This design comes from an exercise in tuning for small area, a short achievable clock period and few clock cycles on the open sky130 flow, not from production work.
Function was checked by simulation only, so behaviour that the tests miss may differ from the original.

==> inputs of job 407 <==
Design fge_top, start of the top module:
module fge_top (
    input  wire        clk,
    input  wire        rst,
    input  wire        h_req,
    input  wire        h_we,
    input  wire [14:0] h_addr,
    input  wire [1:0]  h_size,       
    input  wire [31:0] h_wdata,
    output reg  [31:0] h_rdata,
    output wire        busy,
    output reg         tx_valid,
    output wire [6:0]  tx_addr,
    output wire [7:0]  tx_data,
    output reg         tx_last,
    input  wire        tx_ready,
    input  wire        rsp_valid,
    input  wire        rsp_nack
);
Settings: LEC_CHECK=0, CAP_MARGIN=20, CORE_MARGIN=2, CORE_UTILIZATION=40, SETUP_SLACK_MARGIN=5, SLEW_MARGIN=20, SYNTH_MEMORY_MAX_BITS=8192; clock period 10.0 ns.
run.sh (not shown) runs the stock make flow with config.mk's settings and CLKGATE_MAP_FILE= SYNTH_SCRIPT=/design/flow/synth_recipe.tcl, a recipe that flattens the netlist after the stock synthesis.
==> inputs of job 4860, as changes to job 407 <==
--- a/flow/design.v
+++ b/flow/design.v
@@ -109,15 +109,14 @@
     reg [6:1]  err;
     reg [6:0]  devaddr;
     reg [7:0]  cursor_x;
     reg [8:0]  cursor_y;
     reg [3:0]  st;
     reg        busy_r;
     assign busy = busy_r;
-    reg [7:0] cur_a, cur_b;
     wire [7:0] cur_c = cmd_hi[7:0];
     wire [7:0] cur_d = cmd_hi[15:8];
     wire [7:0] cur_e = cmd_hi[23:16];
     wire        h_rd = h_req & ~h_we;
     wire        h_wr = h_req &  h_we;
     wire        h_aligned = (h_size == 2'd0) |
                             ((h_size == 2'd1) & ~h_addr[0]) |
@@ -297,15 +296,16 @@
             end
         end
     endgenerate
     function [5:0] sat;          
         input [9:0] v;
         sat = (v > 10'd32) ? 6'd32 : v[5:0];
     endfunction
-    reg  [7:0]         lx, ly;
+    reg  [7:0]         lx;
+    reg  [8:0]         ly;
     reg  [7:0]         ldx, ldy;
     reg                lsx, lsy, lxmaj;
     reg  [9:0]         lw;
     reg  [8:0]         lm2;          
     reg  signed [10:0] lt2;          
     reg  signed [10:0] lo0, lo1, lo2;    
     reg  [7:0]         lrem;         
@@ -332,32 +332,26 @@
     wire [7:0]  xa   = lxmaj ? lx_1 : (p_c1 ? lx_1 : lx);
     wire [7:0]  ya   = lxmaj ? (p_c1 ? ly_1 : ly) : ly_1;
     wire [7:0]  xb   = lxmaj ? lx_2 : (p_J == 2'd0 ? lx : p_J == 2'd1 ? lx_1 : lx_2);
     wire [7:0]  yb   = lxmaj ? (p_J == 2'd0 ? ly : p_J == 2'd1 ? ly_1 : ly_2) : ly_2;
     wire [9:0]  p_w  = lw + ((p_J == 2'd0) ? lo0[9:0] : (p_J == 2'd1) ? lo1[9:0] : lo2[9:0]);
     wire        p_bv   = (lrem >= 8'd2);
     wire        p_last = (lrem <= 8'd2);
-    reg [7:0] scx;
-    reg [8:0] scy;
-    reg [7:0] sk;
-    reg [5:0] sptr;
-    wire [5:0] sptr_n = sptr + 6'd1;
-    wire [7:0] s_ch = sh[8*sptr[1:0] +: 8];    
-    wire       s_end = (sk == cur_d) || (s_ch == 8'h00);
-    wire       s_wrap = (scx >= 8'd16);
-    wire [7:0] s_ncx = s_wrap ? 8'd0 : scx + 8'd8;
-    wire [8:0] s_ncy = s_wrap ? scy + 9'd8 : scy;
+    wire [5:0] sptr_n = ldy[5:0] + 6'd1;
+    wire [7:0] s_ch = sh[8*ldy[1:0] +: 8];    
+    wire       s_end = (ldx == cur_d) || (s_ch == 8'h00);
+    wire       s_wrap = (lx >= 8'd16);
+    wire [7:0] s_ncx = s_wrap ? 8'd0 : lx + 8'd8;
+    wire [8:0] s_ncy = s_wrap ? ly + 9'd8 : ly;
     wire       s_stop = (s_ncy >= 9'd24);
     reg [1:0]  tkind;            
     reg [4:0]  tframe;
     reg        tdata;            
-    reg [7:0]  tbyte;            
     reg        tstarve;          
     reg [31:0] sh;               
-    reg [5:0]  fwi;              
     assign tx_data = sh[7:0];
     assign tx_addr = devaddr;
     function [7:0] bringup;
         input [4:0] i;
         begin
             case (i)
                 5'd0:  bringup = 8'hAE;  5'd1:  bringup = 8'hD5;
@@ -392,34 +386,34 @@
             end
         endcase
     end
     wire [4:0] t_lastframe = (tkind == 2'd0) ? 5'd0 : (tkind == 2'd1) ? 5'd23 : 5'd6;
     always @* begin
         if (st == S_IDLE)     eng_idx = {3'b100, h_wdata[5:2]};     
         else if (st == S_STR) eng_idx = {3'b100, sptr_n[5:2]};
-        else                  eng_idx = {1'b0, fwi};
+        else                  eng_idx = {1'b0, lw[5:0]};
     end
     wire [8:0] l_rx1  = {1'b0, l_b} + {1'b0, l_c} - 9'd1;      
     wire [8:0] l_ry1  = {1'b0, l_a} + {1'b0, l_d} - 9'd1;      
     wire [7:0] l_hx0  = (l_a < l_c) ? l_a : l_c;
     wire [7:0] l_hx1  = (l_a < l_c) ? l_c : l_a;
     wire [7:0] l_vy0  = (l_b < l_d) ? l_b : l_d;
     wire [7:0] l_vy1  = (l_b < l_d) ? l_d : l_b;
     wire [7:0] l_ldx  = (l_c > l_a) ? l_c - l_a : l_a - l_c;
     wire [7:0] l_ldy  = (l_d > l_b) ? l_d - l_b : l_b - l_d;
     wire [8:0] l_btx1 = {1'b0, l_b} + {1'b0, l_c[7:3], 3'b000} - 9'd1;   
     wire       l_bad  = (l_c < 8'd8) | (l_d < 8'd8);
     wire [7:0] b_cm8  = cur_c - 8'd8;
     wire [7:0] b_dm8  = cur_d - 8'd8;
-    wire [8:0] b_tx1  = {1'b0, cur_b} + {1'b0, cur_c[7:3], 3'b000} - 9'd1;
-    wire [8:0] b_ly1  = {1'b0, cur_a} + {1'b0, cur_d[7:3], 3'b000} - 9'd1;
-    wire [8:0] b_bot  = {1'b0, cur_a} + {1'b0, b_dm8};
-    wire [8:0] b_rgt  = {1'b0, cur_b} + {1'b0, b_cm8};
-    wire [8:0] r_x1   = {1'b0, cur_b} + {1'b0, cur_c} - 9'd1;
-    wire [8:0] r_y1   = {1'b0, cur_a} + {1'b0, cur_d} - 9'd1;
+    wire [8:0] b_tx1  = {1'b0, ly[7:0]} + {1'b0, cur_c[7:3], 3'b000} - 9'd1;
+    wire [8:0] b_ly1  = {1'b0, lx} + {1'b0, cur_d[7:3], 3'b000} - 9'd1;
+    wire [8:0] b_bot  = {1'b0, lx} + {1'b0, b_dm8};
+    wire [8:0] b_rgt  = {1'b0, ly[7:0]} + {1'b0, b_cm8};
+    wire [8:0] r_x1   = {1'b0, ly[7:0]} + {1'b0, cur_c} - 9'd1;
+    wire [8:0] r_y1   = {1'b0, lx} + {1'b0, cur_d} - 9'd1;
     reg        n_en, n_ce, n_re, n_gm, n_v, n_oob, n_gdef;
     reg [5:0]  n_c0a, n_c1a, n_c0b, n_c1b, n_r0a, n_r1a, n_r0b, n_r1b;
     reg [7:0]  n_ch;
     reg [2:0]  n_rx, n_ry;
     reg [9:0]  bx0, bx1, by0, by1;
     always @* begin
         n_en = 1'b0; n_ce = 1'b0; n_re = 1'b0; n_gm = 1'b0; n_v = 1'b0;
@@ -487,44 +481,44 @@
             endcase
             n_en = n_en & launch;
         end else begin
             n_v = d_v;
             case (st)
                 S_RECT2: begin
                     n_en = 1'b1; n_ce = 1'b1;
-                    bx0 = {2'd0, cur_b}; bx1 = {1'b0, r_x1};
-                    by0 = {2'd0, cur_a}; by1 = {1'b0, r_y1};
+                    bx0 = {2'd0, ly[7:0]}; bx1 = {1'b0, r_x1};
+                    by0 = {2'd0, lx}; by1 = {1'b0, r_y1};
                 end
                 S_BRD: begin
                     n_en = 1'b1; n_gm = 1'b1; n_ch = cur_e;
                     case (tframe[1:0])
                         2'd1: begin      
-                            n_rx = cur_b[2:0]; n_ry = b_bot[2:0];
-                            bx0 = {2'd0, cur_b}; bx1 = {1'b0, b_tx1};
+                            n_rx = ly[2:0]; n_ry = b_bot[2:0];
+                            bx0 = {2'd0, ly[7:0]}; bx1 = {1'b0, b_tx1};
                             by0 = {1'b0, b_bot}; by1 = {1'b0, b_bot} + 10'd7;
                         end
                         2'd2: begin      
-                            n_rx = cur_b[2:0]; n_ry = cur_a[2:0];
-                            bx0 = {2'd0, cur_b}; bx1 = {2'd0, cur_b} + 10'd7;
-                            by0 = {2'd0, cur_a}; by1 = {1'b0, b_ly1};
+                            n_rx = ly[2:0]; n_ry = lx[2:0];
+                            bx0 = {2'd0, ly[7:0]}; bx1 = {2'd0, ly[7:0]} + 10'd7;
+                            by0 = {2'd0, lx}; by1 = {1'b0, b_ly1};
                         end
                         default: begin   
-                            n_rx = b_rgt[2:0]; n_ry = cur_a[2:0];
+                            n_rx = b_rgt[2:0]; n_ry = lx[2:0];
                             bx0 = {1'b0, b_rgt}; bx1 = {1'b0, b_rgt} + 10'd7;
-                            by0 = {2'd0, cur_a}; by1 = {1'b0, b_ly1};
+                            by0 = {2'd0, lx}; by1 = {1'b0, b_ly1};
                         end
                     endcase
                 end
                 S_STR: begin
                     if (eng_gnt & ~s_end) begin
                         n_en = 1'b1; n_gm = 1'b1; n_ch = s_ch;
-                        n_rx = scx[2:0]; n_ry = scy[2:0];
-                        bx0 = {2'd0, scx}; bx1 = {2'd0, scx} + 10'd7;
-                        by0 = {1'b0, scy}; by1 = {1'b0, scy} + 10'd7;
-                        n_oob = (scx > 8'd24) | (scy > 9'd24);
+                        n_rx = lx[2:0]; n_ry = ly[2:0];
+                        bx0 = {2'd0, lx}; bx1 = {2'd0, lx} + 10'd7;
+                        by0 = {1'b0, ly}; by1 = {1'b0, ly} + 10'd7;
+                        n_oob = (lx > 8'd24) | (ly > 9'd24);
                         n_gdef = unmapped(s_ch);
                     end
                 end
                 default: ;
             endcase
         end
         n_c0a = sat(bx0); n_c1a = sat(bx1); n_r0a = sat(by0); n_r1a = sat(by1);
@@ -636,30 +630,25 @@
                 cmd_lo <= h_wdata;
             if (wr_cmd_hi & ~busy_r)
                 cmd_hi <= h_wdata;
             if (wr_devaddr & ~busy_r)
                 devaddr <= h_wdata[6:0];
             err <= (err & ~(wr_status ? h_wdata[6:1] : 6'h0)) | err_set;
             if (!busy_r) begin
-                cur_a  <= l_a;
-                cur_b  <= l_b;
                 lx   <= l_a;   ly  <= l_b;
-                ldx  <= l_ldx; ldy <= l_ldy;
+                ldx  <= (l_op == 4'h8) ? 8'd0 : l_ldx;                   
+                ldy  <= (l_op == 4'h8) ? {2'b00, l_c[5:0]} : l_ldy;      
+                lw   <= 10'd0;                                           
                 lsx  <= (l_a < l_c);
                 lsy  <= (l_b < l_d);
-                scx  <= l_a;
-                scy  <= {1'b0, l_b};
-                sk   <= 8'd0;
-                sptr <= l_c[5:0];
                 sh   <= {mw[31:8], l_tx ? 8'h80 : mw[7:0]};
                 tframe  <= (l_op == 4'h9) ? 5'd1 : 5'd0;
                 tkind   <= (l_op == 4'hC) ? 2'd0 : (l_op == 4'hA) ? 2'd1 : 2'd2;
                 tdata   <= 1'b0;
                 tstarve <= 1'b0;
-                fwi     <= 6'd0;
                 tx_last <= 1'b0;
                 if (launch & l_tx)
                     tx_valid <= 1'b1;
             end else begin
                 case (st)
                     S_BRD: tframe <= tframe + 5'd1;
                     S_LSET: begin
@@ -679,50 +668,50 @@
                         ly   <= yb;
                         lw   <= p_w;
                         lrem <= lrem - 8'd2;
                     end
                     S_STR: begin
                         if (eng_gnt) begin
                             if (s_end) begin
-                                cursor_x <= scx;
-                                cursor_y <= scy;
+                                cursor_x <= lx;
+                                cursor_y <= ly;
                             end else begin
-                                sk   <= sk + 8'd1;
-                                sptr <= sptr_n;
+                                ldx   <= ldx + 8'd1;
+                                ldy <= {2'b00, sptr_n};
                                 sh   <= mw;
-                                scx  <= s_ncx;
-                                scy  <= s_ncy;
+                                lx  <= s_ncx;
+                                ly  <= s_ncy;
                                 if (s_stop) begin
                                     cursor_x <= s_ncx;
                                     cursor_y <= s_ncy;
                                 end
                             end
                         end
                     end
                     S_TXS: begin
                         if (tstarve) begin
                             if (eng_gnt) begin
                                 sh       <= mw;
-                                fwi      <= fwi + 6'd1;
+                                lw      <= lw + 10'd1;
                                 tx_valid <= 1'b1;
                                 tstarve  <= 1'b0;
                             end
                         end else if (tx_valid & tx_ready) begin
                             if (tx_last) begin
                                 tx_valid <= 1'b0;
                             end else if (!tdata) begin
                                 sh[7:0] <= tx_cmdbyte;
                                 tx_last <= 1'b1;
                             end else begin
-                                tbyte   <= tbyte + 8'd1;
-                                tx_last <= (tbyte == 8'd127);
-                                if (tbyte[1:0] == 2'd3) begin
+                                lrem   <= lrem + 8'd1;
+                                tx_last <= (lrem == 8'd127);
+                                if (lrem[1:0] == 2'd3) begin
                                     if (eng_gnt) begin
                                         sh  <= mw;
-                                        fwi <= fwi + 6'd1;
+                                        lw <= lw + 10'd1;
                                     end else begin
                                         tx_valid <= 1'b0;
                                         tstarve  <= 1'b1;
                                     end
                                 end else
                                     sh <= {8'h00, sh[31:8]};
                             end
@@ -730,18 +719,18 @@
                     end
                     S_TXW: begin
                         if (rsp_valid & ~rsp_nack & (tframe != t_lastframe)) begin
                             tframe  <= tframe + 5'd1;
                             tx_last <= 1'b0;
                             if (tkind == 2'd2 && tframe == 5'd5) begin
                                 tdata <= 1'b1;
-                                tbyte <= 8'd0;
+                                lrem <= 8'd0;
                                 if (eng_gnt) begin
                                     sh       <= mw;
-                                    fwi      <= fwi + 6'd1;
+                                    lw      <= lw + 10'd1;
                                     tx_valid <= 1'b1;
                                 end else
                                     tstarve  <= 1'b1;
                             end else begin
                                 sh[7:0]  <= 8'h80;
                                 tx_valid <= 1'b1;
                             end
==> flow/config.mk (replaced) <==
export PLATFORM = sky130hd
export DESIGN_NAME = fge_top
export DESIGN_NICKNAME = fge_top
export VERILOG_FILES = /design/flow/design.v
export SDC_FILE = /design/flow/constraint.sdc
export NUM_CORES = 4
export LEC_CHECK = 0
export ABC_AREA = 1
export CAP_MARGIN = 10
export CORE_MARGIN = 2
export CORE_UTILIZATION = 40
export SETUP_SLACK_MARGIN = 5
export SLEW_MARGIN = 10
export SYNTH_MEMORY_MAX_BITS = 8192
==> comparison table <==
| item | job 4860 | job 407 |
|---|---|---|
| Hold path startpoint | cmd_hi[31]$_SDFFE_PP0P_ | cmd_hi[25]$_SDFFE_PP0P_ |
| Number of nets with antenna violations after detailed routing | 0 | 1 |
| Slew Limit Headroom | -0.00492 | 0.110 |
| Kind of start point of the critical path | register | primary input |
| Library cell with the highest instance count after synthesis | sky130_fd_sc_hd__nand2_1 | sky130_fd_sc_hd__edfxtp_1 |
| Setup repair bufs after CTS | 32 | 167 |
| Total wirelength of the detailed-routed design | 622 mm | 749 mm |
| Maximum number of pins on one net before global-route repair | 96 | 100 |
| Setup Skew | 0.133 ns | 0.161 ns |
| Number of rows in the core area | 195 | 196 |
| Number of max-slew violations in the final report | 17 | 0 |
| Placed Cells incl. Taps | 18100 | 15300 |
| Drt via density | 6.26 | 7.46 |
| Area fraction in and, or, nand and nor cells after synthesis | 0.290 | 0.163 |
| Worst Max-Slew Pin Slew | 1.51 ns | 1.34 ns |
| Worst R2R Setup Slack | 4.78 ns | 4.90 ns |
| Count of inserted tapcells | 3743 | 3762 |
| Outcome | complete, but fails checks | complete, but fails checks |
| Reasons for failing layout checks | capacitance limit, slew limit | antenna rules |
Testbench counts of job 407, summed over its fixed seeds: cycles 7,770.
Testbench counts of job 4860, summed over its fixed seeds: cycles 7,770.

[afterwards: timing with drivers on the ports]
Ports are ideal in the flow. The routed layouts listed here were re-timed in OpenROAD.
Step 1 sets driving cells, clkbuf_16 on the clock port and buf_2 on the other inputs (assumed; they add their load-dependent delay and slew).
Step 2, shift: input delay + t, output delay - t, t = (earliest + latest rising clock arrival at the registers) / 2. This alone moves slack from input paths to output paths.
Slacks: ideal ports / drivers / drivers and shift; pairs: ideal ports / drivers.
run | t, ns | setup WS [ns] | latest minus earliest clock arrival (ns) | worst register clock-pin slew, ns | cell pins on the clock port's net
job 407 | 1.063 | 4.827 / 4.874 / 3.811 | 0.164 / 0.164 | 0.08 / 0.08 | 1
job 4860 | 0.969 | 4.782 / 4.782 / 3.908 | 0.162 / 0.162 | 0.08 / 0.08 | 1
The setup slack of job 407, which loses most, moves by +0.047 ns with the drivers and by -1.016 ns with both steps.
